Background: an optimization exercise with open tools, aiming at small area. Do not read the settings as production practice.
Function was checked by simulation only, so behaviour that the tests miss may differ from the original.
Power is estimated from default activity; no workload was simulated.

File: flow/design.v
module evt_counter_ssd #(
    parameter integer D = 100             
) (
    input  wire        CLK,
    input  wire        RST,               
    input  wire        EVT,               
    output wire [7:0]  SEG,               
    output wire [3:0]  DIG,               
    output wire [13:0] COUNT              
);
    localparam integer TMR_W = (D > 1) ? $clog2(D) : 1;
    localparam [1:0] PH_BLANK = 2'b00;
    localparam [1:0] PH_LOAD  = 2'b01;
    localparam [1:0] PH_ON    = 2'b10;
    reg        s1, s2, s3;
    reg [13:0] cnt;
    wire edge_det = s2 & ~s3;
    always @(posedge CLK) begin
        if (RST) begin
            s1 <= 1'b1;
            s2 <= 1'b1;
            s3 <= 1'b1;
        end else begin
            s1 <= EVT;
            s2 <= s1;
            s3 <= s2;
        end
    end
    always @(posedge CLK) begin
        if (RST)
            cnt <= 14'd0;
        else if (edge_det)
            cnt <= (cnt >= 14'd9999) ? 14'd0 : cnt + 14'd1;
    end
    assign COUNT = cnt;
    reg [13:0] snap;
    reg [1:0]  pos;
    reg [1:0]  phase;
    reg [TMR_W-1:0] tmr;
    reg [7:0]  seg_r;
    reg [3:0]  dig_r;
    reg [13:0] digit_full;
    always @(*) begin
        case (pos)
            2'd0:    digit_full = cnt / 14'd1000;
            2'd1:    digit_full = (snap % 14'd1000) / 14'd100;
            2'd2:    digit_full = (snap % 14'd100) / 14'd10;
            default: digit_full = snap % 14'd10;
        endcase
    end
    wire [3:0] digit = digit_full[3:0];
    reg [7:0] seg_pat;
    always @(*) begin
        case (digit)
            4'd0:    seg_pat = 8'h3F;
            4'd1:    seg_pat = 8'h06;
            4'd2:    seg_pat = 8'h5B;
            4'd3:    seg_pat = 8'h4F;
            4'd4:    seg_pat = 8'h66;
            4'd5:    seg_pat = 8'h6D;
            4'd6:    seg_pat = 8'h7D;
            4'd7:    seg_pat = 8'h07;
            4'd8:    seg_pat = 8'h7F;
            4'd9:    seg_pat = 8'h6F;
            default: seg_pat = 8'h00;
        endcase
    end
    function [3:0] onehot(input [1:0] p);
        onehot = 4'b0001 << p;
    endfunction
    always @(posedge CLK) begin
        if (RST) begin
            snap  <= 14'd0;
            seg_r <= 8'h00;
            dig_r <= 4'b0000;
            pos   <= 2'd0;
            tmr   <= {TMR_W{1'b0}};
            phase <= PH_BLANK;
        end else begin
            case (phase)
                PH_BLANK: begin
                    if (pos == 2'd0)
                        snap <= cnt;
                    seg_r <= seg_pat;
                    dig_r <= 4'b0000;
                    tmr   <= {TMR_W{1'b0}};
                    phase <= PH_LOAD;
                end
                PH_LOAD: begin
                    dig_r <= onehot(pos);
                    tmr   <= {TMR_W{1'b0}};
                    phase <= PH_ON;
                end
                PH_ON: begin
                    if (tmr == D - 1) begin
                        dig_r <= 4'b0000;
                        pos   <= pos + 2'd1;
                        tmr   <= {TMR_W{1'b0}};
                        phase <= PH_BLANK;
                    end else begin
                        dig_r <= onehot(pos);
                        tmr   <= tmr + 1'b1;
                    end
                end
                default: begin
                    dig_r <= 4'b0000;
                    pos   <= 2'd0;
                    tmr   <= {TMR_W{1'b0}};
                    phase <= PH_BLANK;
                end
            endcase
        end
    end
    assign SEG = seg_r;
    assign DIG = dig_r;
endmodule
File: flow/run.sh
#!/bin/bash
# synth_recipe.tcl (not shown) runs the flow's synth.tcl, then flattens the netlist and writes it again
# the make line also repeats each setting of config.mk as NAME=value (left out here)
make -C /OpenROAD-flow-scripts/flow DESIGN_CONFIG=/design/flow/config.mk WORK_HOME=/design/flow/orfs CLKGATE_MAP_FILE= SYNTH_SCRIPT=/design/flow/synth_recipe.tcl finish
File: flow/config.mk
export PLATFORM = sky130hd
export DESIGN_NAME = evt_counter_ssd
export DESIGN_NICKNAME = evt_counter_ssd
export VERILOG_FILES = /design/flow/design.v
export SDC_FILE = /design/flow/constraint.sdc
export NUM_CORES = 4
export LEC_CHECK = 0
export CAP_MARGIN = 20
export CORE_MARGIN = 2
export CORE_UTILIZATION = 40
export SLEW_MARGIN = 20
File: flow/constraint.sdc
create_clock -name core_clock -period 10.0 [get_ports {CLK}]
set_input_delay 2.0000 -clock core_clock [delete_from_list [all_inputs] [get_ports {CLK}]]
set_output_delay 2.0000 -clock core_clock [all_outputs]
set_load 0.01 [all_outputs]
==> results by group, run 1 <==
Die
  • Core area: 19400 um^2
  • I/O pins: 29
  • Standard-cell rows: 51
  • Overall die width: 144.3 um
  • Die Area: between 20000 and 25000 um^2
  • Die Y: 144.3 um
  • Starting Density: 40.62%

Route
  • Drt first-iter violations: 434
  • M1 WL: roughly 9.8 mm
  • Wire length per cell: between 15 and 20 um
  • DRC viols: 0
  • Drt pass-1 iters: 7
  • Vias: 8082
  • Antenna-violating nets left: 0
  • Final WL: 20.58 mm
  • DR WL met2: 9.600 mm
  • DR vias/cell: 5.965
  • Top Metal Used: met4
  • Met3 wire len: 854 um

Cells and area
  • Diode count: 0
  • Fin nets: around 1100
  • Most common cell after layout, fill and taps aside: nand2_1
  • Leading cell types in the layout, fill and taps excluded: nand2_1 (129), nor2_1 (116), a21oi_1 (77), o21ai_0 (66), dfxtp_1 (53)
  • Share of cells above drive strength 1: 8.349%
  • Final core occ: 42.38%
  • Syn-to-layout area delta: 4.335%
  • Final instance area: 8220 um^2

Placement
  • Area post-placement: 8073 um^2
  • DPL Wire Length: 15.08 mm
  • RePlAce Congestion: 0.8442
  • Port buffer count: 27

Synthesis
  • Ys async rst share: 0%
  • Synth warnings: 1
  • FF+latch count, synth: 53
  • Area fraction of the dominant cell type after synthesis: a little over an eighth
  • Ys flop type: dfxtp_1
  • Yosys cell types: about 120
  • Post-Syn Nets: 1141
  • Synthesized instance count: 1120
  • Post-synth EDFFs: 0
  • Leading area contributor after synthesis: dfxtp_1
  • Mean Syn Cell Area: 7.035 um^2
  • Post-Syn Area: 7879 um^2
  • Register area share after synthesis: 13.47%
  • Top post-synthesis cells by area: dfxtp_1 (13%), nand2_1 (6.1%), nor2_1 (5.5%)

Timing
  • Crit path time final: 8.013 ns
  • Sum Neg Setup Slack: 0 ns
  • Fin Clk Skew: ~0.005 ns
  • Final hold vios: 0
  • Fin. max-slew vios: 0
  • Rel. slew slack: 33.20%
  • RSZ-0062 raised after global routing: no
  • Count of final setup violators: 0
  • Max Clk Rate: 0.1248 GHz
  • Hold Slack: 0.4262 ns
  • Worst Tran Pin Value: about 1 ns
  • Period utilisation layout: 80.13%

Critical path
  • Critical path capture point type: flip-flop
  • Critical path class: reg2reg
  • CP max FO: 34
  • CP arrival: 8.23 ns
  • Req. time, crit path: 10.22 ns
  • CP Launch Type: flip-flop

CTS
  • Worst skew pair latency: 0.30 ns
  • Clock sinks: 53
  • CTS tree: built
  • Max Buffers Root-to-Sink: 2
  • H-tree Lvls: 2
  • Hold Buf Count CTS: 0
  • Post-CTS Repair Setup Buffers: 0
  • Root buffer cell: clkbuf_16
  • CTS clk-pin slew, worst paths: 0.07 ns
  • Total CTS buffers: 5
  • Cts repair resizes: 0

Hold path
  • Hold Crit Class: reg2reg

Power and ir drop
  • Combinational Power Share: 11.8%
  • Clock network power share: between 30% and 40%
  • Sw Pwr: 0.1169 mW
  • Power Internal: 0.3322 mW
  • VDD IR max: 95.81 uV
  • PwrDens: 54.63 nW/um^2
  • Sw Share: between 20% and 30%
  • Tot Pwr: 0.4491 mW
  • Register share of total power: 49.4%
  • Pleak: 2.858 nW

Global routing
  • Total global routing overflow: 0
  • GRT Total Usage: about a fifth
  • First-pass GRT wire length: around 35 mm
  • Largest net degree at the start of global routing: 39
  • Initial antenna violation count: 0
  • Vias in the first global route: 7185

Status
  • Status: complete, no violations

Job
  • Max-Cap Viols: 0
[kinds of logic after synthesis]
family	Yosys count	share of synthesized area, %
AO/OA/AOI/OAI	373	34.37
XOR/XNOR	45	5.002
other	1	0.04760
adder cells (fa/ha/maj)	22	3.367
buffers and inverters	112	8.036
AND/OR/NAND/NOR	479	30.67
multiplexers	35	5.050
flip-flops	53	13.47
[cell usage after synthesis (8+ instances only)]
library cell / number
nand3_1: 37
a211oi_2: 9
buf_2: 17
a211oi_1: 15
or2_2: 13
and3_1: 16
o21ai_0: 66
a21o_1: 9
xor2_1: 13
o21a_1: 10
and2_1: 21
clkbuf_1: 30
nand4_1: 11
a21oi_1: 77
o31ai_1: 8
a221oi_1: 8
mux2i_1: 20
o21ai_1: 10
nand2b_1: 17
a31oi_1: 16
nand2_1: 129
a211o_1: 9
buf_6: 22
inv_1: 30
nor2_1: 116
or3_1: 13
ha_1: 18
o22ai_1: 9
o211ai_1: 13
dfxtp_1: 53
xnor2_1: 32
mux2_2: 10
nor2b_1: 15
nor3_1: 28
[power groups by stage]
stage,combinational [mW],sequential [mW],clock (mW)
6_report,0.0531,0.222,0.174
2_1_floorplan,0.0347,0.228,0
3_5_place_dp,0.0540,0.227,0
5_1_grt,0.0593,0.223,0.189
3_3_place_gp,0.0542,0.227,0
4_1_cts,0.0543,0.222,0.180
[metal layers]
metal  track usage [%]  vias up
li1                  -     4084
met1             27.29     3771
met2             32.35      203
met3             1.788       24
met4             4.803        0
met5                 0        -
[registers in the layout, indices dropped and copies added (netlist names)]
name   count
cnt       14
dig_r      4
phase      2
pos        2
s1         1
s2         1
s3         1
seg_r      7
snap      14
tmr        7
[through the flow]
| step | cells | setup slack (ns) |
|---|---|---|
| global placement | 1347 | 2.098 |
| CTS | 1355 | 2.052 |
| detailed placement | 1347 | 2.100 |
| finish | 1355 | 1.987 |
| global route | 1355 | 1.244 |
| floorplan | 1120 | 3.784 |
[area by class of cell]
type,instances,area (um^2)
fill,2100,11180
multi-input combinational,955,6185
sequential,53,1061
timing repair buffer,40,367.9
tap,265,331.6
inverter,34,127.6
clock buffer,5,125.1
clock inverter,3,22.52
[critical path, cell delays in order (launching register included)]
cell       delay, ns
dfxtp_1         0.98
buf_4           0.29
and4_1          0.48
and4_1          0.29
a21oi_1         0.06
o211ai_2        0.41
a221oi_1        0.21
or2_1           0.32
a31oi_1         0.49
o211a_1         0.27
o21ai_1         0.17
or4_1           0.58
a21oi_1         0.29
inv_1           0.10
a21oi_1         0.23
a21oi_1         0.07
o311ai_1        0.32
nand2_1         0.17
or4b_1          0.48
a31oi_1         0.19
nor3b_1         0.07
a2111oi_1       0.44
nand2_1         0.14
and2_1          0.18
ha_1            0.31
inv_1           0.05
o21ai_0         0.09
a211oi_2        0.23
[final timing paths]
check	from	end	slack, ns	depth (start not counted)
worst min-delay path	s1	s2	0.43	1
worst max-delay path	snap[12]	seg_r[1]	1.99	27
worst max register to register	snap[12]	seg_r[1]	1.99	27
worst min register to register	s1	s2	0.43	1
==> run 2: changes to the inputs <==
==> flow/design.v (replaced) <==
module evt_counter_ssd #(
    parameter integer D = 100             
) (
    input  wire        CLK,
    input  wire        RST,               
    input  wire        EVT,               
    output wire [7:0]  SEG,               
    output wire [3:0]  DIG,               
    output wire [13:0] COUNT              
);
    reg s1, s2, s3;
    always @(posedge CLK) begin
        if (RST) begin
            s1 <= 1'b1;
            s2 <= 1'b1;
            s3 <= 1'b1;
        end else begin
            s1 <= EVT;
            s2 <= s1;
            s3 <= s2;
        end
    end
    wire edge_det = s2 & ~s3;
    reg [3:0] cnt_th;
    reg [9:0] cnt_lo;
    wire lo_wrap = edge_det & (&{cnt_lo[9:5], cnt_lo[2:0]});    
    wire th_wrap = lo_wrap & cnt_th[3] & cnt_th[0];              
    always @(posedge CLK) begin
        if (RST | lo_wrap)
            cnt_lo <= 10'd0;
        else
            cnt_lo <= cnt_lo + {9'd0, edge_det};
        if (RST | th_wrap)
            cnt_th <= 4'd0;
        else
            cnt_th <= cnt_th + {3'd0, lo_wrap};
    end
    wire [10:0] th125 = (cnt_th == 4'd0) ? 11'd0 :
                        (cnt_th == 4'd1) ? 11'd125 :
                        (cnt_th == 4'd2) ? 11'd250 :
                        (cnt_th == 4'd3) ? 11'd375 :
                        (cnt_th == 4'd4) ? 11'd500 :
                        (cnt_th == 4'd5) ? 11'd625 :
                        (cnt_th == 4'd6) ? 11'd750 :
                        (cnt_th == 4'd7) ? 11'd875 :
                        (cnt_th == 4'd8) ? 11'd1000 : 11'd1125;
    assign COUNT = {th125 + {4'd0, cnt_lo[9:3]}, cnt_lo[2:0]};
    reg [1:0] pos;
    reg [6:0] off;
    wire off_end = off[6] & off[5] & off[2] & off[0];     
    always @(posedge CLK) begin
        if (RST | off_end)
            off <= 7'd0;
        else
            off <= off + 7'd1;
        if (RST)
            pos <= 2'd0;
        else
            pos <= pos + {1'b0, off_end};
    end
    wire lit = |off[6:1];
    assign DIG = {lit & pos[1] & pos[0], lit & pos[1] & ~pos[0],
                  lit & ~pos[1] & pos[0], lit & ~pos[1] & ~pos[0]};
    reg [11:0] z;
    wire off0   = (off == 7'd0);
    wire p0     = (pos == 2'd0);
    wire win    = (off[6:4] == 3'd0) & (off[3] | off[2]);
    wire rot    = win & (p0 | ~off[3]);
    wire cor0   = p0 & off[3];
    wire cor1   = p0 & off[3] & off[2];
    wire [3:0] n0 = (cor0 && z[3:0] >= 4'd5) ? z[3:0] + 4'd3 : z[3:0];
    wire [3:0] n1 = (cor1 && z[7:4] >= 4'd5) ? z[7:4] + 4'd3 : z[7:4];
    wire [11:0] zc = {z[11:8], n1, n0};
    always @(posedge CLK) begin
        if (p0 & off0)
            z <= {2'b00, cnt_lo};
        else if (rot)
            z <= {zc[10:0], zc[11]};
    end
    reg [3:0] dsp;
    always @(posedge CLK) begin
        if (RST)
            dsp <= 4'hF;
        else if (off0)
            dsp <= p0 ? cnt_th : z[11:8];
    end
    wire [3:0] d = dsp;
    wire [6:0] seg_pat;
    assign seg_pat[0] = (d == 4'd0) | (d == 4'd2) | (d == 4'd3) | (d == 4'd5) | (d == 4'd6) | (d == 4'd7) | (d == 4'd8) | (d == 4'd9);
    assign seg_pat[1] = (d == 4'd0) | (d == 4'd1) | (d == 4'd2) | (d == 4'd3) | (d == 4'd4) | (d == 4'd7) | (d == 4'd8) | (d == 4'd9);
    assign seg_pat[2] = (d == 4'd0) | (d == 4'd1) | (d == 4'd3) | (d == 4'd4) | (d == 4'd5) | (d == 4'd6) | (d == 4'd7) | (d == 4'd8) | (d == 4'd9);
    assign seg_pat[3] = (d == 4'd0) | (d == 4'd2) | (d == 4'd3) | (d == 4'd5) | (d == 4'd6) | (d == 4'd8) | (d == 4'd9);
    assign seg_pat[4] = (d == 4'd0) | (d == 4'd2) | (d == 4'd6) | (d == 4'd8);
    assign seg_pat[5] = (d == 4'd0) | (d == 4'd4) | (d == 4'd5) | (d == 4'd6) | (d == 4'd8) | (d == 4'd9);
    assign seg_pat[6] = (d == 4'd2) | (d == 4'd3) | (d == 4'd4) | (d == 4'd5) | (d == 4'd6) | (d == 4'd8) | (d == 4'd9);
    assign SEG = {1'b0, seg_pat};
endmodule
==> run 2 against run 1 <==
  * Critical endpoint is now COUNT[11]
  * Largest cell class unchanged
  * Sequential power down 8%
  * Utilization up 5.2 points
  * Largest power group unchanged
  * Final area down 63%
==> results by group, run 2 <==
Status
  • Status: complete, no violations

Global routing
  • Vias in the first global route: 2043
  • Total global routing overflow: 0
  • Initial antenna violation count: 0
  • GRT Total Usage: 16.01%
  • First-pass GRT wire length: 9.404 mm
  • Largest net degree at the start of global routing: 17

Die
  • Overall die width: about 85 um
  • Starting Density: 41.48%
  • Die Area: 7289 um^2
  • Die Y: 85.38 um
  • I/O pins: 29
  • Standard-cell rows: 29
  • Core area: around 6400 um^2

CTS
  • Post-CTS Repair Setup Buffers: 0
  • CTS clk-pin slew, worst paths: 0.07 ns
  • CTS tree: built
  • Max Buffers Root-to-Sink: 2
  • H-tree Lvls: 2
  • Clock sinks: 42
  • Total CTS buffers: 5
  • Worst skew pair latency: just under 0.3 ns
  • Hold Buf Count CTS: 0
  • Root buffer cell: clkbuf_8
  • Cts repair resizes: 0

Timing
  • Period utilisation layout: 52.74%
  • Rel. slew slack: around 59%
  • Hold Slack: 0.4274 ns
  • Count of final setup violators: 0
  • Fin. max-slew vios: 0
  • Sum Neg Setup Slack: 0 ns
  • Worst Tran Pin Value: 0.6187 ns
  • Final hold vios: 0
  • Fin Clk Skew: 0.006347 ns
  • Crit path time final: 5.274 ns
  • RSZ-0062 raised after global routing: no
  • Max Clk Rate: 0.1896 GHz

Synthesis
  • Register area share after synthesis: between 30 and 40%
  • Synth warnings: 1
  • Yosys cell types: 53
  • Top post-synthesis cells by area: dfxtp_1 (24%), edfxtp_1 (11%), ha_1 (8.5%)
  • Post-Syn Nets: 330
  • FF+latch count, synth: 42
  • Post-synth EDFFs: 10
  • Ys flop type: dfxtp_1
  • Post-Syn Area: approximately 2600 um^2
  • Synthesized instance count: 308
  • Leading area contributor after synthesis: dfxtp_1
  • Most common cell in the synthesized netlist: nor2_1
  • Mean Syn Cell Area: 8.600 um^2
  • Most frequent cells after synthesis: nor2_1 (41), dfxtp_1 (32), nand2_1 (23)
  • Ys async rst share: 0%
  • Area fraction of the dominant cell type after synthesis: roughly a quarter

Critical path
  • CP Launch Type: flip-flop
  • CP max FO: 15
  • R2r startpoint: off[4]
  • CP Launch Point: cnt_th[2]
  • Req. time, crit path: 8.00 ns
  • CP arrival: 3.27 ns
  • Critical path class: reg2out
  • Critical path capture point type: output pin

Cells and area
  • Fillers: 639
  • Number of flip-flops in the largest register: 12
  • Top reg by flops: z
  • Most common cell after layout, fill and taps aside: nor2_1
  • Share of cells above drive strength 1: under 10%
  • Syn-to-layout area delta: 14.79%
  • Non-Filler Instances: 402
  • Diode count: 0
  • Largest regs: z (12), cnt_lo (10), off (7)
  • Leading cell types in the layout, fill and taps excluded: nor2_1 (41), dfxtp_1 (32), clkdlybuf4s50_1 (27), nand2_1 (23), ha_1 (18)
  • Fin nets: 346
  • Final core occ: 47.61%

Placement
  • Port buffer count: 27
  • Placed insts: 394
  • RePlAce Congestion: 0.7752
  • DPL Wire Length: 3.986 mm

Route
  • Final WL: around 5.4 mm
  • Drt pass-1 iters: 4
  • Vias: approximately 2100
  • Antenna-violating nets left: 0
  • Wire length per cell: 13.33 um
  • DRC viols: 0
  • DR vias/cell: 5.246
  • Drt first-iter violations: 55

Power and ir drop
  • Sw Share: a little over a quarter
  • VDD IR max: 94.33 uV
  • Combinational Power Share: about 16%
  • Sw Pwr: between 0.1 and 0.15 mW
  • PwrDens: 129.6 nW/um^2
  • Pleak: 1.226 nW
  • Register share of total power: 51.9%
  • Tot Pwr: roughly 0.4 mW
  • Power Internal: 0.2900 mW
  • Clock network power share: 32.0%

Hold path
  • Hold Crit Class: reg2reg
  • Beginning of the worst hold path: s1

Job
  • Max-Cap Viols: 0
## run 2: kinds of logic after synthesis
group           count (synthesis)  synth area share (%)
xor+xnor                       22                 7.275
buf+inv                        32                 5.196
simple gates                  119                 23.38
compound gates                 65                 15.92
mux                             8                 3.306
flops                          42                 35.52
fa+ha+maj                      19                 9.259
other cells                     1                0.1416
## run 2: routing by layer
layer | global-route usage [%] | routed length (um) | up-vias
li1 | - | - | 1106
met1 | 21.59 | 2687 | 975
met2 | 26.14 | 2488 | 22
met3 | 2.918 | 119 | 6
met4 | 4.762 | 63 | 0
met5 | 0 | 0 | -
## run 2: stage by stage
step                worst slack (ns)  area, um^2
finish                         4.726        3040
global route                   4.417        3040
CTS                            4.692        3040
detailed placement             5.033        2930
global placement               5.094        2930
floorplan                      5.666        2649
## run 2: worst paths after layout
check,to,slack [ns],cells after the start
max,COUNT[11],4.73,11
min,s2,0.43,1
max reg2reg,z[3],7.82,3
min reg2reg,s2,0.43,1
## run 2: power by group through the flow
| stage | clock [mW] | sequential [mW] | combinational (mW) |
|---|---|---|---|
| 6_report | 0.126 | 0.205 | 0.0633 |
| 5_1_grt | 0.136 | 0.208 | 0.0728 |
| 4_1_cts | 0.131 | 0.205 | 0.0645 |
| 3_5_place_dp | 0 | 0.208 | 0.0640 |
| 3_3_place_gp | 0 | 0.208 | 0.0629 |
| 2_1_floorplan | 0 | 0.200 | 0.0485 |
## run 2: area by class of cell
type                            instances  area, um^2  share of cell area (%)
Timing Repair Buffer                   27       270.3                   8.889
Sequential cell                        42       940.9                   30.95
Clock buffer                            8       110.1                   3.621
Multi-Input combinational cell        234        1570                   51.65
Tap cell                               77       96.34                   3.169
Inverter                               14       52.55                   1.728
## run 2: worst max-delay path: stages (launching register included)
cell	delay [ns]
dfxtp_1	0.45
o21ai_0	0.30
nand2b_1	0.11
ha_1	0.22
inv_1	0.07
fa_1	0.25
nor2b_4	0.05
o31a_1	0.25
o21a_1	0.18
a211o_1	0.32
mux2_4	0.30
clkdlybuf4s50_1	0.47

-- re-timing with driven ports --
In the flow no input, the clock included, has a driving cell. The finished layouts below were timed again as built, in two steps. Step 1 assumes that a clkbuf_16 drives the clock port and a buf_2 every other input. Step 2 moves the port delays by t, midway between the first and last clock arrival at a register: inputs arrive t later, outputs are due t later. That takes back most of the time a late clock gives input paths. a / b / c = ideal ports / drivers / drivers and shift; a / b = the first two.
run	t (ns)	setup WS [ns]	worst slew at a driven data input, ns
run 1	0.330	1.987 / 1.987 / 1.987	0.03
run 2	0.320	4.726 / 4.697 / 5.017	0.03
After both steps every run listed still meets setup and hold.
